What follows belongs to an exercise in optimizing a design on an open flow for small area, a short achievable clock period and few clock cycles; a production flow would make more cautious choices.
Function was checked by simulation only, so behaviour that the tests miss may differ from the original.

===== flow/constraint.sdc =====
create_clock -name core_clock -period 25.0 [get_ports {clk}]
set_input_delay 5.0000 -clock core_clock [delete_from_list [all_inputs] [get_ports {clk}]]
set_output_delay 5.0000 -clock core_clock [all_outputs]
set_load 0.01 [all_outputs]

===== flow/run.sh =====
#!/bin/bash
# synth_recipe.tcl (not shown) runs the flow's synth.tcl, then flattens the netlist and writes it again
# the make line also repeats each setting of config.mk as NAME=value (left out here)
make -C /OpenROAD-flow-scripts/flow DESIGN_CONFIG=/design/flow/config.mk WORK_HOME=/design/flow/orfs CLKGATE_MAP_FILE= SYNTH_SCRIPT=/design/flow/synth_recipe.tcl finish

===== flow/config.mk =====
export PLATFORM = sky130hd
export DESIGN_NAME = mms_asc
export DESIGN_NICKNAME = mms_asc
export VERILOG_FILES = /design/flow/design.v
export SDC_FILE = /design/flow/constraint.sdc
export NUM_CORES = 4
export LEC_CHECK = 0
export CAP_MARGIN = 20
export CORE_MARGIN = 2
export CORE_UTILIZATION = 30
export PLACE_DENSITY = 0.5
export SLEW_MARGIN = 20

===== flow/design.v =====
module mms_sine_rom (
    input  wire [7:0]  idx,
    output reg  [14:0] mag,
    output wire        neg
);
    wire [6:0] j = idx[6] ? (7'd64 - {1'b0, idx[5:0]}) : {1'b0, idx[5:0]};
    assign neg = idx[7];
    always @(*) begin
        case (j)
            7'd0: mag = 15'd0;
            7'd1: mag = 15'd804;
            7'd2: mag = 15'd1608;
            7'd3: mag = 15'd2410;
            7'd4: mag = 15'd3212;
            7'd5: mag = 15'd4011;
            7'd6: mag = 15'd4808;
            7'd7: mag = 15'd5602;
            7'd8: mag = 15'd6393;
            7'd9: mag = 15'd7179;
            7'd10: mag = 15'd7962;
            7'd11: mag = 15'd8739;
            7'd12: mag = 15'd9512;
            7'd13: mag = 15'd10278;
            7'd14: mag = 15'd11039;
            7'd15: mag = 15'd11793;
            7'd16: mag = 15'd12539;
            7'd17: mag = 15'd13279;
            7'd18: mag = 15'd14010;
            7'd19: mag = 15'd14732;
            7'd20: mag = 15'd15446;
            7'd21: mag = 15'd16151;
            7'd22: mag = 15'd16846;
            7'd23: mag = 15'd17530;
            7'd24: mag = 15'd18204;
            7'd25: mag = 15'd18868;
            7'd26: mag = 15'd19519;
            7'd27: mag = 15'd20159;
            7'd28: mag = 15'd20787;
            7'd29: mag = 15'd21403;
            7'd30: mag = 15'd22005;
            7'd31: mag = 15'd22594;
            7'd32: mag = 15'd23170;
            7'd33: mag = 15'd23731;
            7'd34: mag = 15'd24279;
            7'd35: mag = 15'd24811;
            7'd36: mag = 15'd25329;
            7'd37: mag = 15'd25832;
            7'd38: mag = 15'd26319;
            7'd39: mag = 15'd26790;
            7'd40: mag = 15'd27245;
            7'd41: mag = 15'd27683;
            7'd42: mag = 15'd28105;
            7'd43: mag = 15'd28510;
            7'd44: mag = 15'd28898;
            7'd45: mag = 15'd29268;
            7'd46: mag = 15'd29621;
            7'd47: mag = 15'd29956;
            7'd48: mag = 15'd30273;
            7'd49: mag = 15'd30571;
            7'd50: mag = 15'd30852;
            7'd51: mag = 15'd31113;
            7'd52: mag = 15'd31356;
            7'd53: mag = 15'd31580;
            7'd54: mag = 15'd31785;
            7'd55: mag = 15'd31971;
            7'd56: mag = 15'd32137;
            7'd57: mag = 15'd32285;
            7'd58: mag = 15'd32412;
            7'd59: mag = 15'd32521;
            7'd60: mag = 15'd32609;
            7'd61: mag = 15'd32678;
            7'd62: mag = 15'd32728;
            7'd63: mag = 15'd32757;
            7'd64: mag = 15'd32767;
            default: mag = 15'd0;
        endcase
    end
endmodule
module mms_div #(
    parameter W = 10,
    parameter K = 4,
    parameter D = 625
) (
    input  wire [W-1:0] r_in,
    input  wire [K-1:0] bits,
    output reg  [W-1:0] r_out,
    output reg  [K-1:0] q
);
    reg [W:0] t;
    integer i;
    always @(*) begin
        r_out = r_in;
        q     = {K{1'b0}};
        for (i = K - 1; i >= 0; i = i - 1) begin
            t = {r_out, bits[i]};
            if (t >= D) begin
                r_out = t - D;
                q[i]  = 1'b1;
            end else begin
                r_out = t[W-1:0];
            end
        end
    end
endmodule
module mms_asc (
    input  wire        clk,
    input  wire        rst,
    input  wire        tick,
    input  wire        cmd_valid,
    input  wire [31:0] cmd_word,
    output wire        ready,
    output wire [31:0] rd_data,
    output wire [15:0] pwm_duty
);
    localparam [2:0] E_IDLE = 3'd0, E_ATTACK = 3'd1, E_DECAY = 3'd2,
                     E_SUSTAIN = 3'd3, E_RELEASE = 3'd4;
    localparam [2:0] ERR_ILLEGAL = 3'd1, ERR_PORT = 3'd2, ERR_RESV = 3'd3,
                     ERR_RANGE = 3'd4;
    localparam integer DK = 4;
    localparam [2:0] DLAST = 32 / DK - 1;
    localparam [2:0] CLAST = 8 / DK - 1;
    reg [31:0] phase_acc;
    reg [31:0] phase_inc;
    reg [23:0] freq_hz;
    reg [2:0]  wave_sel;
    reg [15:0] noise_lfsr;
    reg [2:0]  env_state;
    reg [9:0]  env_amp;
    reg [31:0] env_elapsed;
    reg [9:0]  env_rel_start;
    reg [15:0] attack_ms;
    reg [15:0] decay_ms;
    reg [9:0]  sustain_lvl;
    reg [15:0] release_ms;
    reg [15:0] a_ms;           
    reg [15:0] d_ms;           
    reg [15:0] r_ms;           
    reg [9:0]  env_s_lvl;
    reg [7:0]  gain;
    reg [15:0] sc_ctrl;
    reg [3:0]  lp_shift;
    reg signed [15:0] lp_prev;
    reg [15:0] pwm_max;
    reg [15:0] pwm_center;
    reg signed [15:0] sample_out;
    reg        err;
    reg [2:0]  err_code;
    reg [31:0] err_word;
    reg [7:0]  comp;           
    reg        div_busy;
    reg [2:0]  div_cnt;
    reg        comp_run;
    reg [9:0]  div_r;
    reg [6:0]  comp_r;
    reg [2:0]  pc;             
    reg        need_dec;       
    reg [5:0]  sc1_n20;        
    reg [4:0]  sc1_nm;         
    reg [5:0]  sc1_m;          
    reg        sc1_big;        
    reg [20:0] sc1_t;          
    reg [20:0] dec_t;          
    reg [5:0]  dec_qs;
    reg [9:0]  dec_rs;
    reg [15:0] s2_wmag;        
    reg        s2_wneg;        
    reg [1:0]  pl;             
    reg [20:0] env_t;          
    reg [5:0]  env_qs;         
    reg [9:0]  env_rs;         
    reg [20:0] env_r;          
    reg [2:0]  s1_state;
    reg [9:0]  s1_amp;
    reg [31:0] s1_elapsed;
    reg [20:0] s1_r;
    reg [31:0] s2_phase;
    reg [15:0] s2_lfsr;
    reg [2:0]  s2_state;
    reg [9:0]  s2_amp;
    reg [31:0] s2_elapsed;
    reg [20:0] s2_r;
    reg        sq_neg;
    reg [15:0] sq_mag;
    reg        hold;           
    reg        hold_tick;      
    reg [4:0]  rd_addr;
    reg        rd_zero;
    reg        frz;            
    reg [15:0] duty_reg;
    reg [8:0]  ge_r;
    wire full = (pl == 2'd2);
    wire env_pend = (pc != 3'd0);
    assign ready = ~hold;
    wire acc      = ready & ~rst;
    wire tick_acc = acc & tick;
    wire cmd_acc  = acc & ~tick & cmd_valid;
    wire tick_go  = (tick_acc | hold_tick) & full;
    wire refill0  = (pl == 2'd0) & ~env_pend & ~div_busy;
    wire advance  = (pl == 2'd1) | tick_go;
    wire [7:0]  op  = cmd_word[31:24];
    wire [23:0] arg = cmd_word[23:0];
    reg        op_known;
    reg        resv_bad;
    reg        range_bad;
    always @(*) begin
        op_known  = 1'b1;
        resv_bad  = 1'b0;
        range_bad = 1'b0;
        case (op)
            8'h00: resv_bad = (arg != 24'd0);
            8'h01: range_bad = (arg == 24'd0);
            8'h02: begin resv_bad = (arg[23:3] != 0); range_bad = (arg[2:0] > 3'd4); end
            8'h03, 8'h04, 8'h06, 8'h08, 8'h0A, 8'h0B: resv_bad = (arg[23:16] != 0);
            8'h05: begin resv_bad = (arg[23:10] != 0); range_bad = (arg[9:0] > 10'd1000); end
            8'h07: resv_bad = (arg[23:8] != 0);
            8'h09: resv_bad = (arg[23:4] != 0);
            8'h10: resv_bad = (arg[23:1] != 0);
            8'h11, 8'h12: resv_bad = (arg != 24'd0);
            8'h20: begin resv_bad = (arg[23:5] != 0); range_bad = (arg[4:0] > 5'h1A); end
            default: op_known = 1'b0;
        endcase
    end
    wire       cmd_wrong_port = (op == 8'h80);
    wire [2:0] cmd_err_code = cmd_wrong_port ? ERR_PORT :
                              !op_known      ? ERR_ILLEGAL :
                              resv_bad       ? ERR_RESV :
                              range_bad      ? ERR_RANGE : 3'd0;
    wire       cmd_ok = (cmd_err_code == 3'd0);
    wire       do_cmd = cmd_acc & cmd_ok;
    wire signed [32:0] p_prod = sample_out * $signed({1'b0, pwm_max});
    wire signed [16:0] p_off  = p_prod[32:16];
    wire signed [17:0] p_cm   = $signed({2'b00, pwm_center}) - $signed({2'b00, pwm_max});
    wire signed [18:0] p_sum  = $signed({3'b000, pwm_center}) + p_off;
    wire signed [18:0] p_dif  = p_cm + p_off;                    
    wire        [15:0] duty   = p_sum[18]  ? 16'd0 :
                                ~p_dif[18] && p_dif != 19'sd0 ? pwm_max : p_sum[15:0];
    wire        [15:0] pwm_out = frz ? duty_reg : duty;
    assign pwm_duty = pwm_out;
    reg  [15:0] rd_ms;
    always @(*) begin
        case (rd_addr[1:0])
            2'b10:   rd_ms = a_ms;       
            2'b11:   rd_ms = d_ms;       
            default: rd_ms = r_ms;       
        endcase
    end
    wire [20:0] rd_ticks = {rd_ms, 4'd0} + {2'd0, rd_ms, 2'd0};
    reg [31:0] rd_mux;
    always @(*) begin
        case (rd_addr)
            5'h00: rd_mux = {21'd0, err_code, 3'd0, err, 1'b0, env_state};
            5'h01: rd_mux = phase_acc;
            5'h02: rd_mux = phase_inc;
            5'h03: rd_mux = {8'd0, freq_hz};
            5'h04: rd_mux = {29'd0, wave_sel};
            5'h05: rd_mux = {16'd0, noise_lfsr};
            5'h06: rd_mux = {29'd0, env_state};
            5'h07: rd_mux = {22'd0, env_amp};
            5'h08: rd_mux = env_elapsed;
            5'h09: rd_mux = {22'd0, env_rel_start};
            5'h0A: rd_mux = {16'd0, attack_ms};
            5'h0B: rd_mux = {16'd0, decay_ms};
            5'h0C: rd_mux = {22'd0, sustain_lvl};
            5'h0D: rd_mux = {16'd0, release_ms};
            5'h0E, 5'h0F, 5'h11: rd_mux = {11'd0, rd_ticks};
            5'h10: rd_mux = {22'd0, env_s_lvl};
            5'h12: rd_mux = {24'd0, gain};
            5'h13: rd_mux = {16'd0, sc_ctrl};
            5'h14: rd_mux = {28'd0, lp_shift};
            5'h15: rd_mux = {{16{lp_prev[15]}}, lp_prev};
            5'h16: rd_mux = {16'd0, pwm_max};
            5'h17: rd_mux = {16'd0, pwm_center};
            5'h18: rd_mux = {16'd0, duty_reg};    
            5'h19: rd_mux = {{16{sample_out[15]}}, sample_out};
            5'h1A: rd_mux = err_word;
            default: rd_mux = 32'd0;
        endcase
    end
    assign rd_data = rd_zero ? 32'd0 : rd_mux;
    wire [9:0]    div_r_n;
    wire [DK-1:0] div_q;
    mms_div #(.W(10), .K(DK), .D(625)) u_div_inc (
        .r_in(div_r), .bits(phase_inc[31:32-DK]), .r_out(div_r_n), .q(div_q));
    wire [6:0]    comp_r_n;
    wire [DK-1:0] comp_q;
    mms_div #(.W(7), .K(DK), .D(125)) u_div_comp (
        .r_in(comp_r), .bits(comp[7:8-DK]), .r_out(comp_r_n), .q(comp_q));
    reg  [9:0]  sc_n;
    reg  [15:0] sc_m;
    always @(*) begin
        if (pc != 3'd3 && env_state == E_RELEASE) begin
            sc_n = env_rel_start;
            sc_m = r_ms;
        end else if (pc != 3'd3 && env_state == E_ATTACK) begin
            sc_n = 10'd1000;
            sc_m = a_ms;
        end else begin
            sc_n = 10'd1000 - env_s_lvl;
            sc_m = d_ms;
        end
    end
    wire [17:0] sc_n5  = sc_n[9:2] * 10'd205;
    wire [5:0]  sc_n20 = sc_n5[15:10];                    
    wire [4:0]  sc_nm  = sc_n[4:0] - {sc_n20[2:0], 2'b00} - {sc_n20[0], 4'b0000};  
    wire [20:0] sc_t   = {sc_m, 4'd0} + {2'd0, sc_m, 2'd0};
    reg  [5:0]  sc_q;
    reg  [5:0]  sc_rm;
    reg  [6:0]  sc_tr;
    integer     si;
    always @(*) begin
        sc_q  = 6'd0;
        sc_rm = 6'd0;
        if (sc1_big) begin
            sc_rm = sc1_n20;
        end else begin
            for (si = 5; si >= 0; si = si - 1) begin
                sc_tr = {sc_rm, sc1_n20[si]};
                if (sc_tr >= {1'b0, sc1_m}) begin
                    sc_rm    = sc_tr[5:0] - sc1_m;
                    sc_q[si] = 1'b1;
                end else begin
                    sc_rm = sc_tr[5:0];
                end
            end
        end
    end
    wire [9:0]  sc_rs = {5'd0, sc1_nm} + {sc_rm, 4'd0} + {2'd0, sc_rm, 2'd0};
    wire [2:0]  x_state   = refill0 ? env_state   : s2_state;
    wire [9:0]  x_amp     = refill0 ? env_amp     : s2_amp;
    wire [31:0] x_elapsed = refill0 ? env_elapsed : s2_elapsed;
    wire [20:0] x_r       = refill0 ? env_r       : s2_r;
    wire [31:0] e_new  = (x_elapsed == 32'hFFFFFFFF) ? x_elapsed : x_elapsed + 32'd1;
    wire        e_end  = (e_new >= {11'd0, env_t});
    wire [21:0] r_sum  = {1'b0, x_r} + {12'd0, env_rs};
    wire [21:0] r_dif  = r_sum - {1'b0, env_t};
    wire        r_c    = ~r_dif[21];
    wire [20:0] r_next = r_c ? r_dif[20:0] : r_sum[20:0];
    wire [9:0]  stepv  = {4'd0, env_qs} + {9'd0, r_c};
    reg  [9:0]  amp_n;
    reg  [2:0]  state_n;
    reg  [31:0] elapsed_n;
    reg  [20:0] envr_n;
    reg         ramp_a2d;
    always @(*) begin
        amp_n     = x_amp;
        state_n   = x_state;
        elapsed_n = e_new;
        envr_n    = r_next;
        ramp_a2d  = 1'b0;
        case (x_state)
            E_IDLE: amp_n = 10'd0;
            E_ATTACK: begin
                if (e_end) begin
                    amp_n     = 10'd1000;
                    state_n   = E_DECAY;
                    elapsed_n = 32'd0;
                    envr_n    = 21'd0;
                    ramp_a2d  = 1'b1;
                end else begin
                    amp_n = x_amp + stepv;
                end
            end
            E_DECAY: begin
                if (e_end) begin
                    amp_n     = env_s_lvl;
                    state_n   = E_SUSTAIN;
                    elapsed_n = 32'd0;
                end else begin
                    amp_n = x_amp - stepv;
                end
            end
            E_SUSTAIN: amp_n = env_s_lvl;
            default: begin  
                if (e_end) begin
                    amp_n     = 10'd0;
                    state_n   = E_IDLE;
                    elapsed_n = 32'd0;
                end else begin
                    amp_n = x_amp - stepv;
                end
            end
        endcase
    end
    wire [31:0] phase_n  = phase_acc + phase_inc;
    wire [15:0] lfsr_n   = noise_lfsr[0] ? ((noise_lfsr >> 1) ^ 16'hB400)
                                         : (noise_lfsr >> 1);
    wire [31:0] s2_phase_n = (refill0 ? phase_acc : s2_phase) + phase_inc;
    wire [15:0] x_lfsr   = refill0 ? noise_lfsr : s2_lfsr;
    wire [15:0] s2_lfsr_n = x_lfsr[0] ? ((x_lfsr >> 1) ^ 16'hB400) : (x_lfsr >> 1);
    wire [7:0]  idx     = s2_phase_n[31:24];
    wire [14:0] sine_mag;
    wire        sine_neg;
    mms_sine_rom u_rom (.idx(idx), .mag(sine_mag), .neg(sine_neg));
    wire [6:0]  tri_v  = idx[7] ? ~idx[6:0] : idx[6:0];
    wire [1:0]  tri_f  = (tri_v == 7'd127) ? 2'd3 : (tri_v >= 7'd85) ? 2'd2 :
                         (tri_v >= 7'd43) ? 2'd1 : 2'd0;
    wire [15:0] tri_u  = {tri_v, 9'd0} + {7'd0, tri_v, 2'd0} + {14'd0, tri_f};
    reg  signed [15:0] raw;
    always @(*) begin
        case (wave_sel)
            3'd1:    raw = idx[7] ? 16'sh8000 : 16'sh7FFF;
            3'd2:    raw = $signed({idx, idx} ^ 16'h8000);          
            3'd3:    raw = $signed(tri_u ^ 16'h8000);               
            default: raw = $signed(s2_lfsr_n);
        endcase
    end
    wire        is_sine = (wave_sel == 3'd0);
    wire        w_neg   = is_sine ? sine_neg : raw[15];
    wire [15:0] w_mag   = is_sine ? {1'b0, sine_mag} : (raw[15] ? -raw : raw);
    wire [25:0] s_prod = s2_wmag * s2_amp;                       
    wire [44:0] s_mul  = s_prod[24:3] * 23'd4294968;            
    wire [15:0] s_q    = s_mul[44:29];
    wire signed [16:0] scaled = sq_neg ? -$signed({1'b0, sq_mag}) : $signed({1'b0, sq_mag});
    wire signed [17:0] lp_ms  = sq_neg ? ~{2'b00, sq_mag} : {2'b00, sq_mag};
    wire signed [17:0] lp_dm1 = lp_ms + ~{{2{lp_prev[15]}}, lp_prev} + {17'd0, sq_neg};
    wire signed [17:0] lp_sh  = lp_dm1 >>> lp_shift;
    wire        [15:0] lp_low = ~(16'hFFFF << lp_shift);
    wire               lp_cin = ~lp_dm1[17] | ((lp_dm1[15:0] & lp_low) == lp_low);
    wire signed [17:0] lp_y   = {{2{lp_prev[15]}}, lp_prev} + lp_sh + {17'd0, lp_cin};
    wire        set_gain = do_cmd & (op == 8'h07);
    wire [7:0]         ge_g    = set_gain ? arg[7:0] : gain;
    wire [14:0]        gc      = ge_g * comp[6:0];
    wire [8:0]         ge      = {1'b0, ge_g} + {1'b0, gc[14:7]};
    wire signed [25:0] g_prod  = $signed(lp_y[15:0]) * $signed({1'b0, ge_r});
    wire signed [18:0] g_shift = g_prod[25:7];
    wire signed [15:0] gained  = (g_shift[18:15] == 4'b0000 || g_shift[18:15] == 4'b1111) ?
                                 g_shift[15:0] : (g_shift[18] ? -16'sd32768 : 16'sd32767);
    wire [14:0]        thresh = sc_ctrl[14:0];
    wire               sym    = sc_ctrl[15];
    wire signed [16:0] x17    = gained;
    wire signed [16:0] t17    = $signed({2'b00, thresh});
    wire signed [16:0] t1m    = 17'sd1 - t17;
    wire signed [16:0] c_u    = x17 + t17;
    wire signed [16:0] c_v    = x17 + t1m;
    wire signed [16:0] c_w    = t17 - x17;
    reg  signed [16:0] clip17;
    always @(*) begin
        if (!gained[15] || !sym)
            clip17 = c_w[16] ? (c_u >>> 1) : x17;
        else
            clip17 = c_u[16] ? (c_v >>> 1) : x17;
    end
    always @(posedge clk) begin
        if (rst) begin
            phase_acc     <= 32'd0;
            phase_inc     <= 32'd0;
            freq_hz       <= 24'd0;
            wave_sel      <= 3'd0;
            noise_lfsr    <= 16'hACE1;
            env_state     <= E_IDLE;
            env_amp       <= 10'd0;
            env_elapsed   <= 32'd0;
            env_rel_start <= 10'd0;
            attack_ms     <= 16'd10;
            decay_ms      <= 16'd50;
            sustain_lvl   <= 10'd700;
            release_ms    <= 16'd200;
            a_ms          <= 16'd0;
            d_ms          <= 16'd0;
            r_ms          <= 16'd0;
            env_s_lvl     <= 10'd0;
            gain          <= 8'd128;
            sc_ctrl       <= 16'h6000;
            lp_shift      <= 4'd1;
            lp_prev       <= 16'sd0;
            pwm_max       <= 16'd1023;
            pwm_center    <= 16'd512;
            sample_out    <= 16'sd0;
            err           <= 1'b0;
            err_code      <= 3'd0;
            err_word      <= 32'd0;
            comp          <= 8'd0;
            div_busy      <= 1'b0;
            div_cnt       <= 3'd0;
            comp_run      <= 1'b0;
            div_r         <= 10'd0;
            comp_r        <= 7'd0;
            pc            <= 3'd0;
            need_dec      <= 1'b0;
            pl            <= 2'd0;
            env_r         <= 21'd0;
            hold          <= 1'b0;
            hold_tick     <= 1'b0;
            rd_addr       <= 5'd0;
            rd_zero       <= 1'b1;
            frz           <= 1'b0;
            ge_r          <= 9'd128;
        end else begin
            ge_r <= ge;
            if (div_busy) begin
                div_r     <= div_r_n;
                phase_inc <= {phase_inc[31-DK:0], div_q};
                div_cnt   <= div_cnt + 3'd1;
                if (div_cnt == DLAST)
                    div_busy <= 1'b0;
                if (comp_run) begin
                    comp_r <= comp_r_n;
                    comp   <= {comp[7-DK:0], comp_q};
                    if (div_cnt == CLAST)
                        comp_run <= 1'b0;
                end
            end
            case (pc)
                3'd1, 3'd3: begin
                    sc1_n20 <= sc_n20;
                    sc1_nm  <= sc_nm;
                    sc1_m   <= sc_m[5:0];
                    sc1_big <= (sc_m[15:6] != 10'd0);
                    sc1_t   <= sc_t;
                    pc      <= pc + 3'd1;
                end
                3'd2: begin
                    env_t  <= sc1_t;
                    env_qs <= sc_q;
                    env_rs <= sc_rs;
                    pc     <= need_dec ? 3'd3 : 3'd0;
                end
                3'd4: begin
                    dec_t    <= sc1_t;
                    dec_qs   <= sc_q;
                    dec_rs   <= sc_rs;
                    need_dec <= 1'b0;
                    pc       <= 3'd0;
                end
                default: ;
            endcase
            if ((refill0 || advance) && ramp_a2d) begin
                env_t  <= dec_t;
                env_qs <= dec_qs;
                env_rs <= dec_rs;
            end
            if (refill0 || advance) begin
                s2_phase   <= s2_phase_n;
                s2_lfsr    <= s2_lfsr_n;
                s2_state   <= state_n;
                s2_amp     <= amp_n;
                s2_elapsed <= elapsed_n;
                s2_r       <= envr_n;
                s2_wmag    <= w_mag;
                s2_wneg    <= w_neg;
            end
            if (advance) begin
                s1_state   <= s2_state;
                s1_amp     <= s2_amp;
                s1_elapsed <= s2_elapsed;
                s1_r       <= s2_r;
                sq_neg     <= s2_wneg;
                sq_mag     <= s_q;
            end
            if (refill0)
                pl <= 2'd1;
            else if (pl == 2'd1)
                pl <= 2'd2;
            if (hold && (hold_tick ? full : !div_busy)) begin
                hold      <= 1'b0;
                hold_tick <= 1'b0;
            end
            if (tick_acc && !full) begin
                hold      <= 1'b1;
                hold_tick <= 1'b1;
            end
            if (tick_go) begin
                phase_acc   <= phase_n;
                noise_lfsr  <= lfsr_n;
                env_state   <= s1_state;
                env_amp     <= s1_amp;
                env_elapsed <= s1_elapsed;
                env_r       <= s1_r;
                lp_prev     <= lp_y[15:0];
                sample_out  <= clip17[15:0];
                frz         <= 1'b0;
            end
            if (cmd_acc) begin
                if (!cmd_ok) begin
                    if (!err) begin
                        err      <= 1'b1;
                        err_code <= cmd_err_code;
                        err_word <= cmd_word;
                    end
                    if (op == 8'h20)
                        rd_zero <= 1'b1;
                end else begin
                    case (op)
                        8'h01: begin
                            freq_hz  <= arg;
                            pl       <= 2'd0;
                            pc       <= 3'd1;
                            if (arg < 24'd20000) begin
                                div_busy  <= 1'b1;
                                div_cnt   <= 3'd0;
                                div_r     <= arg[14:5];
                                phase_inc <= {arg[4:0], 27'd0};
                                if (arg < 24'd4000) begin
                                    comp_run <= 1'b1;
                                    comp_r   <= {2'b00, arg[11:7]};
                                    comp     <= {arg[6:0], 1'b0};
                                end else begin
                                    comp_run <= 1'b0;
                                    comp     <= 8'd64;
                                end
                            end else begin
                                div_busy  <= 1'b0;
                                comp_run  <= 1'b0;
                                phase_inc <= 32'hFFFFFFFF;
                                comp      <= 8'd64;
                            end
                        end
                        8'h02: begin
                            wave_sel <= arg[2:0];
                            pl       <= 2'd0;
                            pc       <= 3'd1;
                        end
                        8'h03: attack_ms   <= arg[15:0];
                        8'h04: decay_ms    <= arg[15:0];
                        8'h05: sustain_lvl <= arg[9:0];
                        8'h06: release_ms  <= arg[15:0];
                        8'h07: gain        <= arg[7:0];
                        8'h08: sc_ctrl     <= arg[15:0];
                        8'h09: lp_shift    <= arg[3:0];
                        8'h0A, 8'h0B: begin
                            if (op == 8'h0A) pwm_max    <= arg[15:0];
                            else             pwm_center <= arg[15:0];
                            if (!frz) begin
                                duty_reg <= duty;
                                frz      <= 1'b1;
                            end
                        end
                        8'h10: begin
                            a_ms        <= attack_ms;
                            d_ms        <= decay_ms;
                            r_ms        <= release_ms;
                            env_s_lvl   <= sustain_lvl;
                            env_state   <= E_ATTACK;
                            env_elapsed <= 32'd0;
                            env_amp     <= 10'd0;
                            env_r       <= 21'd0;
                            pl          <= 2'd0;
                            pc          <= 3'd1;
                            need_dec    <= 1'b1;
                            if (arg[0])
                                lp_prev <= 16'sd0;
                        end
                        8'h11: begin
                            if (env_state == E_ATTACK || env_state == E_DECAY ||
                                env_state == E_SUSTAIN) begin
                                env_rel_start <= env_amp;
                                env_state     <= E_RELEASE;
                                env_elapsed   <= 32'd0;
                                env_r         <= 21'd0;
                                pl            <= 2'd0;
                                pc            <= 3'd1;
                            end
                        end
                        8'h12: lp_prev <= 16'sd0;
                        8'h20: begin
                            rd_addr <= arg[4:0];
                            rd_zero <= 1'b0;
                            if (arg[4:0] == 5'h18 && !frz) begin
                                duty_reg <= duty;
                                frz      <= 1'b1;
                            end
                            if (div_busy)
                                hold <= 1'b1;
                        end
                        default: ;  
                    endcase
                end
            end
        end
    end
endmodule

==> run notes, run 1 <==
post-synthesis sequential area ratio=about a quarter; fin util=between 30% and 40%; chip height=~530 um; CP top delay family=compound AO/OA/AOI/OAI gates; NumNets Final=about 11,000; syn nets=roughly 11,000; Synth Register Bits=a little over 800; Clock Path Buffers=3; clock latency (worst-skew pair)=0.78 ns; Fmax=approximately 55 MHz; HPWL after detailed placement=about 230,000 um; number of synthesized flops with an enable pin=between 300 and 400; hold_buf cts=0; H-tree Lvls=3; # clock sinks=816; Min-Delay Path Class=reg2reg; Slew Limit Headroom=approximately 18%; die area=about 280,000 sq um; synth unique cells=about 110; Post-synth ARST share=0%; Syn Inst Count=between 9,000 and 10,000; RSZ-0062 raised after global routing=no; clock slew at reported path FFs=around 0.07 ns; via count=just over 70,000; CP max FO=17; mean routed wirelength per cell=between 20 and 25 um; largest net degree at the start of global routing=80; Max-cap violations=0; final setup fails=0; Hold Vio Cnt, Final=0; Detailed Route WL=302,000 um; Syn Area/Cell=around 8.5 sq um; Vias/cell=approximately 5.3; layout cells sized above 1=roughly 5.7%; fin crit share=between 70 and 80%; Die W=between 500 and 600 um; fin crit period=18.31 ns; Critical Path RT=approximately 26 ns; number of global-route vias before repair=about 70,000; Core Rows=~190; global-route wire length before repair=451,000 um; WP buf/inv=7; post_cts resized=0; final estimated routing congestion in global placement=approximately 0.98; root cell of the clock tree=clkbuf_16; Final Skew=between 0.06 and 0.07 ns; Pins Over Slew Limit=0; outcome=timing/DRC/antenna clean; Worst Tran Pin Value=roughly 1.2 ns; grt total ovfl=0; DRC errors left=0; TNS Setup=0 ns; Crit Path Class=reg2reg; yosys synthesis warning count=4; synthesized area=between 80,000 and 90,000 sq um; initial core utilization=a little under a third; Primary FF master, synth=dfxtp_1; Top Ports=85; CTS tree=done; Tot GR Track Use=about a fifth; Critical-path top delay cell=edfxtp_1; WP data arrival=between 15 and 20 ns; CTS Buf Count=around 100; crit start category=register; antenna violations before repair=11; setup bufs post-CTS=0; crit-path max cell delay=0.85 ns; core area=roughly 270,000 sq um; most used cell along the critical path=o21ai_0; Pre-antenna DRT Iters=9; Crit. End Element=register; Layout area overhead=10.3%; Antenna Nets Post-Route=0; port buffer count=84; initial drt markers=6,254
[final timing paths]
kind	end	slack, ns	depth (start not counted)	startpoint
setup / recovery	sample_out[6]$_SDFFE_PP0P_	6.69	63	sq_neg$_DFFE_PP_
hold / removal	env_s_lvl[2]$_SDFFE_PP0P_	0.44	2	sustain_lvl[2]$_SDFFE_PP1P_
setup reg to reg	sample_out[6]$_SDFFE_PP0P_	6.69	63	sq_neg$_DFFE_PP_
hold reg to reg	env_s_lvl[2]$_SDFFE_PP0P_	0.44	2	sustain_lvl[2]$_SDFFE_PP1P_
[area by class of cell]
| class | count | area, sq um |
|---|---|---|
| clock buffer | 129 | 2720 |
| multi-input combinational | 7282 | 57000 |
| tap | 3589 | 4490 |
| inverter | 1108 | 4160 |
| fill | 28533 | 183000 |
| antenna | 3 | 7.51 |
| clock inverter | 60 | 648 |
| timing repair buffer | 246 | 2080 |
| sequential | 816 | 19700 |
[routing by layer]
layer	up-vias	track usage (%)	routed length, um
li1	32696	-	-
met1	35086	28.6	134000
met2	2290	34.5	138000
met3	479	2.59	17500
met4	6	7.66	12700
met5	-	0	42
[cell usage after synthesis (all sizes together), types with 47 or more instances]
master	n	area, sq um
a211oi	88	666
a21oi	677	3390
nand4	52	325
nand3	150	751
xor2	159	1400
mux2	86	972
nor3	156	791
nand2b	56	350
and2	268	1680
fa	584	11700
nand2	1477	5540
and3	62	388
o21ai	311	1570
ha	851	10600
a21o	132	991
o21a	64	480
mux2i	273	2740
a22oi	136	1020
dfxtp	481	9630
clkbuf	402	1510
nor4	47	322
a31oi	62	394
xnor2	278	2430
o21bai	70	526
buf	51	233
nor2b	78	488
nor2	594	2230
inv	1102	4140
edfxtp	335	10100
[through the flow]
step / hold slack, ns / std cells / cell area [sq um] / worst slack [ns]
global placement: 0.427 / 13040 / 87400 / 7.16
finish: 0.438 / 13233 / 90800 / 6.69
CTS: 0.432 / 13229 / 90800 / 6.85
floorplan: 0.400 / 9659 / 82300 / 9.31
global route: 0.449 / 13230 / 90800 / 4.92
detailed placement: 0.431 / 13040 / 87400 / 6.94
[worst reg2reg max path: cells and delay by family (launching register included)]
kind | cells | cell delay [ns]
flops | 1 | 0.85
compound gates | 32 | 8.27
buf+inv | 7 | 0.96
xor+xnor | 4 | 1.44
mux | 2 | 0.38
simple gates | 9 | 2.33
fa+ha+maj | 9 | 3.97
[placed cells by master (no fill, tap or decap), types with 78 or more instances in the layout]
cell type / instances
buf_4: 161
edfxtp_1: 335
mux2i_1: 272
mux2_2: 85
nor3_1: 148
a211oi_1: 87
nand3_1: 147
a22oi_1: 135
xor2_1: 158
o21ai_0: 297
a21oi_1: 675
clkdlybuf4s50_1: 83
a21o_1: 132
nor2b_1: 78
fa_1: 584
xnor2_1: 274
nor2_1: 583
ha_1: 851
nand2_1: 1476
clkbuf_16: 102
dfxtp_1: 479
and2_1: 268
inv_1: 1100
[kinds of logic (layout without fill, tap and decap cells)]
| group | after synthesis | count (layout) | share of synthesized area, % |
|---|---|---|---|
| AOI/OAI and AO/OA | 1971 | 1971 | 15.6 |
| xor gates and xnor gates | 439 | 439 | 4.71 |
| adders and majority gates | 1435 | 1435 | 27.1 |
| buffers and inverters | 1561 | 1543 | 7.17 |
| DFF | 816 | 816 | 23.9 |
| muxes | 362 | 362 | 4.59 |
| other | 0 | 3 | 0 |
| and+or+nand+nor | 3075 | 3075 | 16.9 |
Testbench counts, summed over its fixed seeds: cycles 33,198.
==> run 2, diff against run 1 <==
--- a/flow/design.v
+++ b/flow/design.v
@@ -158,8 +158,6 @@
     reg [4:0]  sc1_nm;         
     reg [5:0]  sc1_m;          
     reg        sc1_big;        
-    reg [20:0] sc1_t;          
-    reg [20:0] dec_t;          
     reg [5:0]  dec_qs;
     reg [9:0]  dec_rs;
     reg [15:0] s2_wmag;        
@@ -171,16 +169,13 @@
     reg [20:0] env_r;          
     reg [2:0]  s1_state;
     reg [9:0]  s1_amp;
-    reg [31:0] s1_elapsed;
     reg [20:0] s1_r;
     reg [31:0] s2_phase;
-    reg [15:0] s2_lfsr;
     reg [2:0]  s2_state;
     reg [9:0]  s2_amp;
     reg [31:0] s2_elapsed;
     reg [20:0] s2_r;
-    reg        sq_neg;
-    reg [15:0] sq_mag;
+    reg signed [16:0] sq;
     reg        hold;           
     reg        hold_tick;      
     reg [4:0]  rd_addr;
@@ -189,6 +184,7 @@
     reg [15:0] duty_reg;
     reg [8:0]  ge_r;
     wire full = (pl == 2'd2);
+    wire [31:0] s1_elapsed;
     wire env_pend = (pc != 3'd0);
     assign ready = ~hold;
     wire acc      = ready & ~rst;
@@ -303,6 +299,7 @@
     wire [5:0]  sc_n20 = sc_n5[15:10];                    
     wire [4:0]  sc_nm  = sc_n[4:0] - {sc_n20[2:0], 2'b00} - {sc_n20[0], 4'b0000};  
     wire [20:0] sc_t   = {sc_m, 4'd0} + {2'd0, sc_m, 2'd0};
+    wire [20:0] dec_t20 = {d_ms, 4'd0} + {2'd0, d_ms, 2'd0};
     reg  [5:0]  sc_q;
     reg  [5:0]  sc_rm;
     reg  [6:0]  sc_tr;
@@ -385,8 +382,11 @@
     wire [15:0] lfsr_n   = noise_lfsr[0] ? ((noise_lfsr >> 1) ^ 16'hB400)
                                          : (noise_lfsr >> 1);
     wire [31:0] s2_phase_n = (refill0 ? phase_acc : s2_phase) + phase_inc;
-    wire [15:0] x_lfsr   = refill0 ? noise_lfsr : s2_lfsr;
-    wire [15:0] s2_lfsr_n = x_lfsr[0] ? ((x_lfsr >> 1) ^ 16'hB400) : (x_lfsr >> 1);
+    wire [15:0] lfsr_2  = lfsr_n[0] ? ((lfsr_n >> 1) ^ 16'hB400) : (lfsr_n >> 1);
+    wire [15:0] lfsr_3  = lfsr_2[0] ? ((lfsr_2 >> 1) ^ 16'hB400) : (lfsr_2 >> 1);
+    wire [15:0] s2_lfsr_n = refill0 ? lfsr_n : (pl == 2'd1) ? lfsr_2 : lfsr_3;
+    assign s1_elapsed = (s1_state != env_state) ? 32'd0 :
+                        (env_elapsed == 32'hFFFFFFFF) ? env_elapsed : env_elapsed + 32'd1;
     wire [7:0]  idx     = s2_phase_n[31:24];
     wire [14:0] sine_mag;
     wire        sine_neg;
@@ -408,38 +408,45 @@
     wire        w_neg   = is_sine ? sine_neg : raw[15];
     wire [15:0] w_mag   = is_sine ? {1'b0, sine_mag} : (raw[15] ? -raw : raw);
     wire [25:0] s_prod = s2_wmag * s2_amp;                       
-    wire [44:0] s_mul  = s_prod[24:3] * 23'd4294968;            
-    wire [15:0] s_q    = s_mul[44:29];
-    wire signed [16:0] scaled = sq_neg ? -$signed({1'b0, sq_mag}) : $signed({1'b0, sq_mag});
-    wire signed [17:0] lp_ms  = sq_neg ? ~{2'b00, sq_mag} : {2'b00, sq_mag};
-    wire signed [17:0] lp_dm1 = lp_ms + ~{{2{lp_prev[15]}}, lp_prev} + {17'd0, sq_neg};
+    wire [21:0] s_y    = s_prod[24:3];
+    wire [27:0] s_acc  = {1'b0, s_y, 5'd0} + {7'd0, s_y[21:1]} + {8'd0, s_y[21:2]} +
+                         {12'd0, s_y[21:6]} + {15'd0, s_y[21:9]} + {18'd0, s_y[21:12]} +
+                         {19'd0, s_y[21:13]} + {20'd0, s_y[21:14]} + 28'd8;
+    wire [15:0] s_q    = s_acc[27:12];
+    wire signed [16:0] s_sq   = s2_wneg ? -$signed({1'b0, s_q}) : $signed({1'b0, s_q});
+    wire signed [17:0] lp_dm1 = {sq[16], sq} + ~{{2{lp_prev[15]}}, lp_prev};
     wire signed [17:0] lp_sh  = lp_dm1 >>> lp_shift;
     wire        [15:0] lp_low = ~(16'hFFFF << lp_shift);
     wire               lp_cin = ~lp_dm1[17] | ((lp_dm1[15:0] & lp_low) == lp_low);
-    wire signed [17:0] lp_y   = {{2{lp_prev[15]}}, lp_prev} + lp_sh + {17'd0, lp_cin};
+    wire signed [17:0] lp_p   = {{2{lp_prev[15]}}, lp_prev};
+    wire signed [17:0] lp_y   = lp_cin ? (lp_p - ~lp_sh) : (lp_p + lp_sh);
     wire        set_gain = do_cmd & (op == 8'h07);
     wire [7:0]         ge_g    = set_gain ? arg[7:0] : gain;
     wire [14:0]        gc      = ge_g * comp[6:0];
     wire [8:0]         ge      = {1'b0, ge_g} + {1'b0, gc[14:7]};
     wire signed [25:0] g_prod  = $signed(lp_y[15:0]) * $signed({1'b0, ge_r});
     wire signed [18:0] g_shift = g_prod[25:7];
-    wire signed [15:0] gained  = (g_shift[18:15] == 4'b0000 || g_shift[18:15] == 4'b1111) ?
-                                 g_shift[15:0] : (g_shift[18] ? -16'sd32768 : 16'sd32767);
+    wire               g_ovf   = !(g_shift[18:15] == 4'b0000 || g_shift[18:15] == 4'b1111);
     wire [14:0]        thresh = sc_ctrl[14:0];
     wire               sym    = sc_ctrl[15];
-    wire signed [16:0] x17    = gained;
+    wire signed [16:0] x17    = {g_shift[15], g_shift[15:0]};
     wire signed [16:0] t17    = $signed({2'b00, thresh});
     wire signed [16:0] t1m    = 17'sd1 - t17;
     wire signed [16:0] c_u    = x17 + t17;
     wire signed [16:0] c_v    = x17 + t1m;
     wire signed [16:0] c_w    = t17 - x17;
-    reg  signed [16:0] clip17;
+    reg  signed [16:0] clip_x;
     always @(*) begin
-        if (!gained[15] || !sym)
-            clip17 = c_w[16] ? (c_u >>> 1) : x17;
+        if (!x17[16] || !sym)
+            clip_x = c_w[16] ? (c_u >>> 1) : x17;
         else
-            clip17 = c_u[16] ? (c_v >>> 1) : x17;
+            clip_x = c_u[16] ? (c_v >>> 1) : x17;
     end
+    wire signed [16:0] cp_u   = 17'sd32767 + t17;
+    wire signed [16:0] clip_p = (thresh == 15'h7FFF) ? 17'sd32767 : (cp_u >>> 1);
+    wire signed [16:0] cn_v   = -17'sd32767 - t17;
+    wire signed [16:0] clip_n = sym ? (cn_v >>> 1) : -17'sd32768;
+    wire signed [16:0] clip17 = !g_ovf ? clip_x : g_shift[18] ? clip_n : clip_p;
     always @(posedge clk) begin
         if (rst) begin
             phase_acc     <= 32'd0;
@@ -506,17 +513,15 @@
                     sc1_nm  <= sc_nm;
                     sc1_m   <= sc_m[5:0];
                     sc1_big <= (sc_m[15:6] != 10'd0);
-                    sc1_t   <= sc_t;
                     pc      <= pc + 3'd1;
                 end
                 3'd2: begin
-                    env_t  <= sc1_t;
+                    env_t  <= sc_t;
                     env_qs <= sc_q;
                     env_rs <= sc_rs;
                     pc     <= need_dec ? 3'd3 : 3'd0;
                 end
                 3'd4: begin
-                    dec_t    <= sc1_t;
                     dec_qs   <= sc_q;
                     dec_rs   <= sc_rs;
                     need_dec <= 1'b0;
@@ -525,13 +530,12 @@
                 default: ;
             endcase
             if ((refill0 || advance) && ramp_a2d) begin
-                env_t  <= dec_t;
+                env_t  <= dec_t20;
                 env_qs <= dec_qs;
                 env_rs <= dec_rs;
             end
             if (refill0 || advance) begin
                 s2_phase   <= s2_phase_n;
-                s2_lfsr    <= s2_lfsr_n;
                 s2_state   <= state_n;
                 s2_amp     <= amp_n;
                 s2_elapsed <= elapsed_n;
@@ -542,10 +546,8 @@
             if (advance) begin
                 s1_state   <= s2_state;
                 s1_amp     <= s2_amp;
-                s1_elapsed <= s2_elapsed;
                 s1_r       <= s2_r;
-                sq_neg     <= s2_wneg;
-                sq_mag     <= s_q;
+                sq         <= s_sq;
             end
             if (refill0)
                 pl <= 2'd1;
@@ -564,7 +566,7 @@
                 noise_lfsr  <= lfsr_n;
                 env_state   <= s1_state;
                 env_amp     <= s1_amp;
-                env_elapsed <= s1_elapsed;
+                env_elapsed <= s1_elapsed;    
                 env_r       <= s1_r;
                 lp_prev     <= lp_y[15:0];
                 sample_out  <= clip17[15:0];
--- a/flow/config.mk
+++ b/flow/config.mk
@@ -5,6 +5,7 @@
 export SDC_FILE = /design/flow/constraint.sdc
 export NUM_CORES = 4
 export LEC_CHECK = 0
+export ABC_AREA = 1
 export CAP_MARGIN = 20
 export CORE_MARGIN = 2
 export CORE_UTILIZATION = 30
==> run 2 against run 1 <==
Effect of this change:
- still clean on timing, DRC and antenna
- worst setup slack better by 2.3 ns
- die area is 3.2% lower
- sequential cell count decreased by 84
- routed wire length is 1.1% higher
- sequential share of layout area is 2.1 points lower
- first-iteration DRC count up 5.6%
- critical path type is now reg2out
- critical endpoint is now pwm_duty[15]
- largest cell class unchanged
==> run notes, run 2 <==
Syn Area/Cell=7.26 sq um (-15%); Crit. End Element=primary output; Critical-path top delay cell=dfxtp_1; most common library cells after synthesis=nand2_1 (2,164), inv_1 (1,952), nor2_1 (843); Die W=519 um (-1.6%); Antenna Nets Post-Route=0 (unchanged); post_cts resized=0 (unchanged); post-route cell area=87,600 sq um (-3.6%); multi-input logic area=53,500 sq um (-6.1%); Min-Delay Path Class=reg2reg; WP data arrival=11.02 ns (-7.99 ns); Post-synth ARST share=0% (unchanged); CP max FO=31 (+14); DR WL met3=19,600 um (+12%); Core Rows=189 (-1.6%); Top Ports=85 (unchanged); clock latency (worst-skew pair)=0.76 ns (-0.02 ns); Max-cap violations=0 (unchanged); final estimated routing congestion in global placement=0.956 (-2.0%); chip height=519 um (-1.6%); Primary FF master, synth=dfxtp_1; Syn Inst Count=10,974 (+14%); initial drt markers=6,602 (+5.6%); hold_buf cts=0 (unchanged); Fmax=62.4 MHz (+14%); DRC errors left=0 (unchanged); core area=265,000 sq um (-3.2%); H-tree Lvls=3 (unchanged); synthesized area=79,600 sq um (-3.3%); antenna violations before repair=25 (+14); Worst Tran Pin Value=1.14 ns (-0.0756 ns); setup bufs post-CTS=0 (unchanged); Tot GR Track Use=22.1% (+0.96 points); Slew Limit Headroom=23.2% (+5.3 points); via count=74,394 (+5.4%); clock slew at reported path FFs=0.07 ns (about the same); crit-path max cell delay=1.06 ns (+0.21 ns); Clock Path Buffers=3 (unchanged); fin crit period=16.02 ns (-2.29 ns); met2 wire length=137,000 um (-0.58%); DR top layer=met5; Pins Over Slew Limit=0 (unchanged); Synth area leaders=fa_1 (14%), dfxtp_1 (12%), ha_1 (12%); largest net degree at the start of global routing=83 (+3.8%); Layout area overhead=9.99%; layout cells sized above 1=3.96% (-1.7 points); outcome=timing/DRC/antenna clean; Detailed Route WL=305,000 um (+1.1%); grt total ovfl=0 (unchanged); Crit Path Class=reg2out; commonest non-fill, non-tap cell in the layout=nand2_1; Final Skew=0.0497 ns (-0.0130 ns); mean routed wirelength per cell=21.0 um (-7.7%); HPWL after detailed placement=242,000 um (+4.4%); root cell of the clock tree=clkbuf_16; WL met1=135,000 um (+1.0%); CTS tree=done; NumNets Final=12,217 (+11%); RSZ-0062 raised after global routing=no; Synth Register Bits=732 (-10%); number of synthesized flops with an enable pin=251 (-25%); count leader, synth=nand2_1; Non-Filler Instances=14,498 (+9.6%); fin util=33.1% (-0.12 points); crit start category=register; Critical Path RT=20.00 ns (-5.70 ns); initial core utilization=30.1% (about the same); most frequent cells in the layout=nand2_1 (2,161), inv_1 (1,950), nor2_1 (840), o21ai_0 (840), a21oi_1 (789); yosys synthesis warning count=4 (unchanged); synth unique cells=72 (-35%); Hold Vio Cnt, Final=0 (unchanged); die area=270,000 sq um (-3.2%); # clock sinks=732 (-10%); Vias/cell=5.13 (-3.8%); fin crit share=64.1% (-9.1 points); FF-to-FF setup slack=10.38 ns (+3.69 ns); post-synthesis sequential area ratio=21.6% (-2.4 points); port buffer count=84 (unchanged); leading area contributor after synthesis=fa_1; Fillers=28,210 (-1.1%); syn nets=12,313 (+11%); CTS Buf Count=92 (-8.9%); dpl cells=14,317 (+9.8%); most used cell along the critical path=nand2_1; final setup fails=0 (unchanged); DP Area=84,400 sq um (-3.5%); global-route wire length before repair=459,000 um (+1.8%); Fin Hold WS=0.451 ns (+0.0126 ns); TNS Setup=0 ns (unchanged); sequential cell area=17,200 sq um (-13%); Pre-antenna DRT Iters=7 (-2); number of global-route vias before repair=72,427 (+3.9%); post-synth top area share=14.0% (-0.23 points)
## run 2: cell types whose count changed after synthesis, sizes merged, moves of 107 or more
cell   before   now
inv      1102  1972
mux2i     273    20
xor2      159   303
a22oi     136    20
o21ai     311   863
o22ai      17   124
nor2      594   859
a21oi     677   799
nand3     150   415
nand2    1477  2190
and2      268     5
xnor2     278   144
## run 2: per-stage QoR
stage / setup slack (ns)
final: 8.98
after global routing: 7.99
after CTS: 8.88
after detailed placement: 9.71
after global placement: 9.74
after floorplan: 11.83
## run 2: routing by layer
layer | track usage (%) | vias to the layer above
met3 | 3.12 | 449
met2 | 35.6 | 2420
met4 | 8.69 | 6
met1 | 29.7 | 36077
met5 | 0 | -
li1 | - | 35442
## run 2: path summary, 6_finish.rpt
| path | from | endpoint | cells after the start |
|---|---|---|---|
| worst max-delay path | pwm_max[2]$_SDFFE_PP1P_ | pwm_duty[15] | 42 |
| worst min register to register | s2_r[11]$_DFFE_PP_ | s1_r[11]$_DFFE_PP_ | 0 |
| worst max register to register | sc1_m[1]$_DFFE_PP_ | env_rs[9]$_DFFE_PP_ | 70 |
| worst min-delay path | s2_r[11]$_DFFE_PP_ | s1_r[11]$_DFFE_PP_ | 0 |
## run 2: cell families (layout without fill, tap and decap cells)
| group | count (synthesis) | after routing | share of synthesized area [%] |
|---|---|---|---|
| flip-flops | 732 | 732 | 21.6 |
| AND/OR/NAND/NOR | 3802 | 3802 | 19.8 |
| other | 0 | 7 | 0 |
| XOR/XNOR | 447 | 447 | 4.94 |
| adder cells (fa/ha/maj) | 1303 | 1303 | 25.7 |
| AO/OA/AOI/OAI | 2280 | 2280 | 16.4 |
| buffers and inverters | 2389 | 2373 | 11.3 |
| multiplexers | 21 | 21 | 0.266 |
## run 2: area by class of cell
cell class | instances | area share, %
multi-input combinational | 7853 | 61.1
inverter | 1989 | 8.54
tap | 3533 | 5.05
clock inverter | 47 | 0.701
antenna | 7 | 0.0200
timing repair buffer | 210 | 2.04
clock buffer | 127 | 2.94
sequential | 732 | 19.6
## run 2: worst max-delay path, delay by kind of cell (launching register included)
kind,cells,cell delay [ns]
AO/OA/AOI/OAI,16,3.17
adder cells (fa/ha/maj),8,3.40
flip-flops,1,1.06
AND/OR/NAND/NOR,12,1.59
XOR/XNOR,1,0.18
buffers and inverters,5,0.82
Testbench counts of run 2, summed over its fixed seeds: cycles 33,198.
==> run 3, diff against run 2 <==
--- a/flow/design.v
+++ b/flow/design.v
@@ -102,6 +102,72 @@
         end
     end
 endmodule
+module mms_pwm (
+    input  wire signed [15:0] s,
+    input  wire        [15:0] max,
+    input  wire        [15:0] center,
+    output wire        [15:0] duty
+);
+    localparam integer W = 36;
+    wire [18:0] mx = {2'b00, max, 1'b0};
+    reg  [11*W-1:0] rows;
+    reg  [W-1:0] cor;
+    reg  [W-1:0] cst;
+    reg  [17:0]  pp;
+    reg  [2:0]   dg;
+    reg          neg;
+    integer j;
+    always @(*) begin
+        cor  = {W{1'b0}};
+        rows = {11*W{1'b0}};
+        for (j = 0; j < 9; j = j + 1) begin
+            dg  = mx[2*j +: 3];
+            neg = dg[2] & ~(dg[1] & dg[0]);
+            case (dg)
+                3'b001, 3'b010, 3'b101, 3'b110: pp = {{2{s[15]}}, s};         
+                3'b011, 3'b100:                 pp = {s[15], s, 1'b0};        
+                default:                        pp = 18'd0;
+            endcase
+            if (neg) pp = ~pp;
+            rows[j*W +: W] = {{(W-18){1'b0}}, ~pp[17], pp[16:0]} << (2 * j);
+            cor[2 * j] = neg;
+        end
+        cst = {W{1'b0}};
+        for (j = 0; j < 9; j = j + 1)
+            cst = cst - ({{(W-1){1'b0}}, 1'b1} << (17 + 2 * j));
+        rows[9*W +: W]  = cst;
+        rows[10*W +: W] = cor;
+    end
+    function [2*W-1:0] csa (input [W-1:0] a, input [W-1:0] b, input [W-1:0] c);
+        csa = {((a & b) | (a & c) | (b & c)) << 1, a ^ b ^ c};
+    endfunction
+    wire [2*W-1:0] l1a = csa(rows[0*W +: W], rows[1*W +: W], rows[2*W +: W]);
+    wire [2*W-1:0] l1b = csa(rows[3*W +: W], rows[4*W +: W], rows[5*W +: W]);
+    wire [2*W-1:0] l1c = csa(rows[6*W +: W], rows[7*W +: W], rows[8*W +: W]);
+    wire [2*W-1:0] l1d = csa(rows[9*W +: W], rows[10*W +: W], {W{1'b0}});
+    wire [2*W-1:0] l2a = csa(l1a[W-1:0], l1a[2*W-1:W], l1b[W-1:0]);
+    wire [2*W-1:0] l2b = csa(l1b[2*W-1:W], l1c[W-1:0], l1c[2*W-1:W]);
+    wire [2*W-1:0] l3a = csa(l2a[W-1:0], l2a[2*W-1:W], l2b[W-1:0]);
+    wire [2*W-1:0] l3b = csa(l2b[2*W-1:W], l1d[W-1:0], l1d[2*W-1:W]);
+    wire [2*W-1:0] l4a = csa(l3a[W-1:0], l3a[2*W-1:W], l3b[W-1:0]);
+    wire [2*W-1:0] l5a = csa(l4a[W-1:0], l4a[2*W-1:W], l3b[2*W-1:W]);
+    wire [W-1:0]   ps  = l5a[W-1:0];
+    wire [W-1:0]   pc  = l5a[2*W-1:W];
+    wire [16:0] lo  = {1'b0, ps[15:0]} + {1'b0, pc[15:0]};
+    wire        c16 = lo[16];
+    wire [18:0] cm  = {3'b000, center} - {3'b000, max};
+    wire [18:0] h_s = ps[34:16];
+    wire [18:0] h_c = pc[34:16];
+    function [37:0] csa19 (input [18:0] a, input [18:0] b, input [18:0] c);
+        csa19 = {((a & b) | (a & c) | (b & c)) << 1, a ^ b ^ c};
+    endfunction
+    wire [37:0] x1  = csa19(h_s, h_c, {3'b000, center});
+    wire [37:0] x2  = csa19(h_s, h_c, cm);
+    wire [18:0] p_sum = x1[18:0] + x1[37:19] + {18'd0, c16};    
+    wire [18:0] p_dif = x2[18:0] + x2[37:19] + {18'd0, c16};    
+    assign duty = p_sum[18] ? 16'd0 :
+                  (!p_dif[18] && p_dif != 19'd0) ? max : p_sum[15:0];
+endmodule
 module mms_asc (
     input  wire        clk,
     input  wire        rst,
@@ -154,7 +220,9 @@
     reg [6:0]  comp_r;
     reg [2:0]  pc;             
     reg        need_dec;       
-    reg [5:0]  sc1_n20;        
+    reg [2:0]  sc1_nlo;        
+    reg [5:0]  sc1_rm;         
+    reg [2:0]  sc1_qh;         
     reg [4:0]  sc1_nm;         
     reg [5:0]  sc1_m;          
     reg        sc1_big;        
@@ -183,6 +251,7 @@
     reg        frz;            
     reg [15:0] duty_reg;
     reg [8:0]  ge_r;
+    reg        ge_wait;
     wire full = (pl == 2'd2);
     wire [31:0] s1_elapsed;
     wire env_pend = (pc != 3'd0);
@@ -190,7 +259,8 @@
     wire acc      = ready & ~rst;
     wire tick_acc = acc & tick;
     wire cmd_acc  = acc & ~tick & cmd_valid;
-    wire tick_go  = (tick_acc | hold_tick) & full;
+    wire go_ok    = full & ~ge_wait;
+    wire tick_go  = (tick_acc | hold_tick) & go_ok;
     wire refill0  = (pl == 2'd0) & ~env_pend & ~div_busy;
     wire advance  = (pl == 2'd1) | tick_go;
     wire [7:0]  op  = cmd_word[31:24];
@@ -223,13 +293,8 @@
                               range_bad      ? ERR_RANGE : 3'd0;
     wire       cmd_ok = (cmd_err_code == 3'd0);
     wire       do_cmd = cmd_acc & cmd_ok;
-    wire signed [32:0] p_prod = sample_out * $signed({1'b0, pwm_max});
-    wire signed [16:0] p_off  = p_prod[32:16];
-    wire signed [17:0] p_cm   = $signed({2'b00, pwm_center}) - $signed({2'b00, pwm_max});
-    wire signed [18:0] p_sum  = $signed({3'b000, pwm_center}) + p_off;
-    wire signed [18:0] p_dif  = p_cm + p_off;                    
-    wire        [15:0] duty   = p_sum[18]  ? 16'd0 :
-                                ~p_dif[18] && p_dif != 19'sd0 ? pwm_max : p_sum[15:0];
+    wire        [15:0] duty;
+    mms_pwm u_pwm (.s(sample_out), .max(pwm_max), .center(pwm_center), .duty(duty));
     wire        [15:0] pwm_out = frz ? duty_reg : duty;
     assign pwm_duty = pwm_out;
     reg  [15:0] rd_ms;
@@ -299,27 +364,45 @@
     wire [5:0]  sc_n20 = sc_n5[15:10];                    
     wire [4:0]  sc_nm  = sc_n[4:0] - {sc_n20[2:0], 2'b00} - {sc_n20[0], 4'b0000};  
     wire [20:0] sc_t   = {sc_m, 4'd0} + {2'd0, sc_m, 2'd0};
+    wire        sc1_bigv = (sc_m[15:6] != 10'd0);
     wire [20:0] dec_t20 = {d_ms, 4'd0} + {2'd0, d_ms, 2'd0};
+    reg  [2:0]  sc_qa;
+    reg  [5:0]  sc_ra;
+    reg  [6:0]  sc_ta;
+    integer     sa;
+    always @(*) begin
+        sc_qa = 3'd0;
+        sc_ra = 6'd0;
+        for (sa = 5; sa >= 3; sa = sa - 1) begin
+            sc_ta = {sc_ra, sc_n20[sa]};
+            if (sc_ta >= {1'b0, sc_m[5:0]}) begin
+                sc_ra     = sc_ta[5:0] - sc_m[5:0];
+                sc_qa[sa - 3] = 1'b1;
+            end else begin
+                sc_ra = sc_ta[5:0];
+            end
+        end
+    end
     reg  [5:0]  sc_q;
     reg  [5:0]  sc_rm;
     reg  [6:0]  sc_tr;
     integer     si;
     always @(*) begin
-        sc_q  = 6'd0;
-        sc_rm = 6'd0;
-        if (sc1_big) begin
-            sc_rm = sc1_n20;
-        end else begin
-            for (si = 5; si >= 0; si = si - 1) begin
-                sc_tr = {sc_rm, sc1_n20[si]};
-                if (sc_tr >= {1'b0, sc1_m}) begin
-                    sc_rm    = sc_tr[5:0] - sc1_m;
-                    sc_q[si] = 1'b1;
-                end else begin
-                    sc_rm = sc_tr[5:0];
-                end
+        sc_q  = {sc1_qh, 3'd0};
+        sc_rm = sc1_rm;
+        for (si = 2; si >= 0; si = si - 1) begin
+            sc_tr = {sc_rm, sc1_nlo[si]};
+            if (sc_tr >= {1'b0, sc1_m}) begin
+                sc_rm    = sc_tr[5:0] - sc1_m;
+                sc_q[si] = 1'b1;
+            end else begin
+                sc_rm = sc_tr[5:0];
             end
         end
+        if (sc1_big) begin
+            sc_q  = 6'd0;
+            sc_rm = {sc1_qh[0], sc1_rm[1:0], sc1_nlo};    
+        end
     end
     wire [9:0]  sc_rs = {5'd0, sc1_nm} + {sc_rm, 4'd0} + {2'd0, sc_rm, 2'd0};
     wire [2:0]  x_state   = refill0 ? env_state   : s2_state;
@@ -420,10 +503,8 @@
     wire               lp_cin = ~lp_dm1[17] | ((lp_dm1[15:0] & lp_low) == lp_low);
     wire signed [17:0] lp_p   = {{2{lp_prev[15]}}, lp_prev};
     wire signed [17:0] lp_y   = lp_cin ? (lp_p - ~lp_sh) : (lp_p + lp_sh);
-    wire        set_gain = do_cmd & (op == 8'h07);
-    wire [7:0]         ge_g    = set_gain ? arg[7:0] : gain;
-    wire [14:0]        gc      = ge_g * comp[6:0];
-    wire [8:0]         ge      = {1'b0, ge_g} + {1'b0, gc[14:7]};
+    wire [14:0]        gc      = gain * comp[6:0];
+    wire [8:0]         ge      = {1'b0, gain} + {1'b0, gc[14:7]};
     wire signed [25:0] g_prod  = $signed(lp_y[15:0]) * $signed({1'b0, ge_r});
     wire signed [18:0] g_shift = g_prod[25:7];
     wire               g_ovf   = !(g_shift[18:15] == 4'b0000 || g_shift[18:15] == 4'b1111);
@@ -492,8 +573,10 @@
             rd_zero       <= 1'b1;
             frz           <= 1'b0;
             ge_r          <= 9'd128;
+            ge_wait       <= 1'b0;
         end else begin
-            ge_r <= ge;
+            ge_r    <= ge;
+            ge_wait <= 1'b0;
             if (div_busy) begin
                 div_r     <= div_r_n;
                 phase_inc <= {phase_inc[31-DK:0], div_q};
@@ -509,10 +592,12 @@
             end
             case (pc)
                 3'd1, 3'd3: begin
-                    sc1_n20 <= sc_n20;
+                    sc1_nlo <= sc_n20[2:0];
+                    sc1_qh  <= sc1_bigv ? {2'b00, sc_n20[5]} : sc_qa;
+                    sc1_rm  <= sc1_bigv ? {4'd0, sc_n20[4:3]} : sc_ra;
                     sc1_nm  <= sc_nm;
                     sc1_m   <= sc_m[5:0];
-                    sc1_big <= (sc_m[15:6] != 10'd0);
+                    sc1_big <= sc1_bigv;
                     pc      <= pc + 3'd1;
                 end
                 3'd2: begin
@@ -553,11 +638,11 @@
                 pl <= 2'd1;
             else if (pl == 2'd1)
                 pl <= 2'd2;
-            if (hold && (hold_tick ? full : !div_busy)) begin
+            if (hold && (hold_tick ? go_ok : !div_busy)) begin
                 hold      <= 1'b0;
                 hold_tick <= 1'b0;
             end
-            if (tick_acc && !full) begin
+            if (tick_acc && !go_ok) begin
                 hold      <= 1'b1;
                 hold_tick <= 1'b1;
             end
@@ -616,7 +701,10 @@
                         8'h04: decay_ms    <= arg[15:0];
                         8'h05: sustain_lvl <= arg[9:0];
                         8'h06: release_ms  <= arg[15:0];
-                        8'h07: gain        <= arg[7:0];
+                        8'h07: begin
+                            gain    <= arg[7:0];
+                            ge_wait <= 1'b1;
+                        end
                         8'h08: sc_ctrl     <= arg[15:0];
                         8'h09: lp_shift    <= arg[3:0];
                         8'h0A, 8'h0B: begin
--- a/flow/config.mk
+++ b/flow/config.mk
@@ -8,6 +8,6 @@
 export ABC_AREA = 1
 export CAP_MARGIN = 20
 export CORE_MARGIN = 2
-export CORE_UTILIZATION = 30
-export PLACE_DENSITY = 0.5
+export CORE_UTILIZATION = 55
+export PLACE_DENSITY = 0.7
 export SLEW_MARGIN = 20
==> run 3 against run 2 <==
Effect of this change:
- maximum frequency decreased by 5.3%
- clock-buffer cell count decreased by 16
- routed wire length decreased by 3.3%
- global-route usage increased by 18 points
- first-iteration DRC count increased by 22%
- via count increased by 2.4%
- worst setup slack got worse by 0.89 ns
- non-clock buffer count decreased by 8
- design area decreased by 3.3%
- clock skew decreased by 0.020 ns
- critical path depth increased by 1
- sequential share of layout area increased by 0.91 points
==> run notes, run 3 <==
outcome=timing/DRC/antenna clean; fin util=59.2% (+26 points); Worst Tran Pin Value=1.32 ns (+0.181 ns); Non-Filler Instances=12,755 (-12%); sequential cell area=17,400 sq um (+1.2%); mean routed wirelength per cell=23.1 um (+9.9%); synthesized area=79,100 sq um (-0.65%); antenna violations before repair=26 (+4.0%); Detailed Route WL=295,000 um (-3.3%); TNS Setup=0 ns (unchanged); Primary FF master, synth=dfxtp_1; Crit Path Class=reg2out; number of synthesized flops with an enable pin=257 (+2.4%); post-route cell area=84,700 sq um (-3.3%); M1 GR Usage=49.5% (+20 points); dpl cells=12,588 (-12%); Synth Register Bits=739 (+0.96%); NumNets Final=12,034 (-1.5%); CTS tree=done; count leader, synth=nand2_1; Critical Path RT=20.00 ns (about the same); post_cts resized=0 (unchanged); setup bufs post-CTS=0 (unchanged); port buffer count=84 (unchanged); most common library cells after synthesis=nand2_1 (1,966), inv_1 (1,793), nor2_1 (929); final setup fails=0 (unchanged); final estimated routing congestion in global placement=1.03 (+8.0%); Fillers=13,454 (-52%); clock slew at reported path FFs=0.07 ns (about the same); Fin Hold WS=0.452 ns (+0.00119 ns); core area=143,000 sq um (-46%); Antenna Nets Post-Route=0 (unchanged); Slew Limit Headroom=9.45% (-14 points); H-tree Lvls=3 (unchanged); post-synthesis sequential area ratio=22.0% (+0.39 points); largest net degree at the start of global routing=181 (+120%); Critical-path top delay cell=nand2_1; initial drt markers=8,039 (+22%); most frequent cells in the layout=nand2_1 (1,964), inv_1 (1,791), nor2_1 (921), a21oi_1 (850), o21ai_0 (799); Crit. End Element=primary output; grt total ovfl=0 (unchanged); chip height=383 um (-26%); CTS Buf Count=83 (-9.8%); Die W=383 um (-26%); initial core utilization=55.3% (+25 points); fin crit share=67.7% (+3.6 points); dpl ws=8.97 ns (-0.740 ns); RSZ-0062 raised after global routing=no; multi-input logic area=53,300 sq um (-0.37%); Tot GR Track Use=39.7% (+18 points); commonest non-fill, non-tap cell in the layout=nand2_1; Core Rows=139 (-26%); Synth area leaders=fa_1 (13%), dfxtp_1 (12%), ha_1 (11%); GR peak layer=met2; Vias/cell=5.97 (+16%); number of global-route vias before repair=73,416 (+1.4%); Syn Area/Cell=7.26 sq um (+0.11%); DP Area=81,800 sq um (-3.1%); Top Ports=85 (unchanged); setup ws final=8.09 ns (-0.895 ns); synth unique cells=73 (+1.4%); crit-path max cell delay=0.78 ns (-0.28 ns); CP max FO=17 (-45%)
==> run 3: changes by cell type in the layout (fill, tap and decap cells not counted), moves of 25 or more <==
cell,change
nand2_1,-197
xor2_1,+125
a21oi_1,+61
inv_1,-159
nor2_1,+81
a211oi_1,+33
o21ai_0,-41
o22ai_1,+91
ha_1,-32
clkinv_1,+25
fa_1,-46
nand3_1,+26
==> run 3: final cells by class <==
type	instances	share of cell area, %
Antenna cell	11	0.0325
Clock buffer	111	2.75
Clock inverter	42	0.584
Inverter	1858	8.25
Multi-Input combinational cell	7889	63.0
Sequential cell	739	20.5
Tap cell	1903	2.81
Timing Repair Buffer	202	2.07
==> run 3: path summary, 6_finish.rpt <==
kind | from | depth (start not counted) | slack [ns] | to
worst max-delay path | pwm_max[0]$_SDFFE_PP1P_ | 43 | 8.09 | pwm_duty[0]
worst min-delay path | s2_r[4]$_DFFE_PP_ | 0 | 0.45 | s1_r[4]$_DFFE_PP_
worst max register to register | lp_prev[0]$_SDFF_PP0_ | 61 | 10.18 | sample_out[10]$_SDFFE_PP0P_
worst min register to register | s2_r[4]$_DFFE_PP_ | 0 | 0.45 | s1_r[4]$_DFFE_PP_
==> run 3: critical path, delay by kind of cell, from the launching register on <==
family          cells  cell delay [ns]
buf+inv             8             1.82
simple gates       15             3.21
xor+xnor            2             0.34
flops               1             0.41
compound gates     10             1.95
fa+ha+maj           8             3.46
==> run 3: logic make-up after synthesis <==
| family | Yosys count | share of synthesized area [%] |
|---|---|---|
| AO/OA/AOI/OAI | 2354 | 16.9 |
| XOR/XNOR | 565 | 6.28 |
| adder cells (fa/ha/maj) | 1225 | 24.2 |
| buffers and inverters | 2263 | 10.8 |
| flip-flops | 739 | 22.0 |
| AND/OR/NAND/NOR | 3745 | 19.8 |
==> run 3: per-layer routing <==
layer	vias to the layer above	wire, um
met2	3541	132000
li1	35442	-
met1	36278	115000
met4	14	19700
met3	883	27500
met5	-	100
Testbench counts of run 3, summed over its fixed seeds: cycles 33,231.

==> port drivers added, routing unchanged <==
In the flow no input, the clock included, has a driving cell. The finished layouts below were timed again as built, in two steps.
Step 1 assumes that a clkbuf_16 drives the clock port and a buf_2 every other input.
Step 2 times the ports against the registers' clock, not the clock port: input delays grow and output delays shrink by t, the midpoint of the rising clock arrivals with the driver on.
Slacks: ideal ports / drivers / drivers and shift; pairs: ideal ports / drivers.
| run | shift t [ns] | slack for setup (ns) | cell pins on the clock port's net |
|---|---|---|---|
| run 1 | 0.838 | 6.693 / 6.693 / 6.693 | 1 |
| run 2 | 0.835 | 8.980 / 8.878 / 9.664 | 1 |
| run 3 | 0.780 | 8.086 / 8.003 / 8.783 | 1 |
After both steps setup and hold are still met in every run listed.
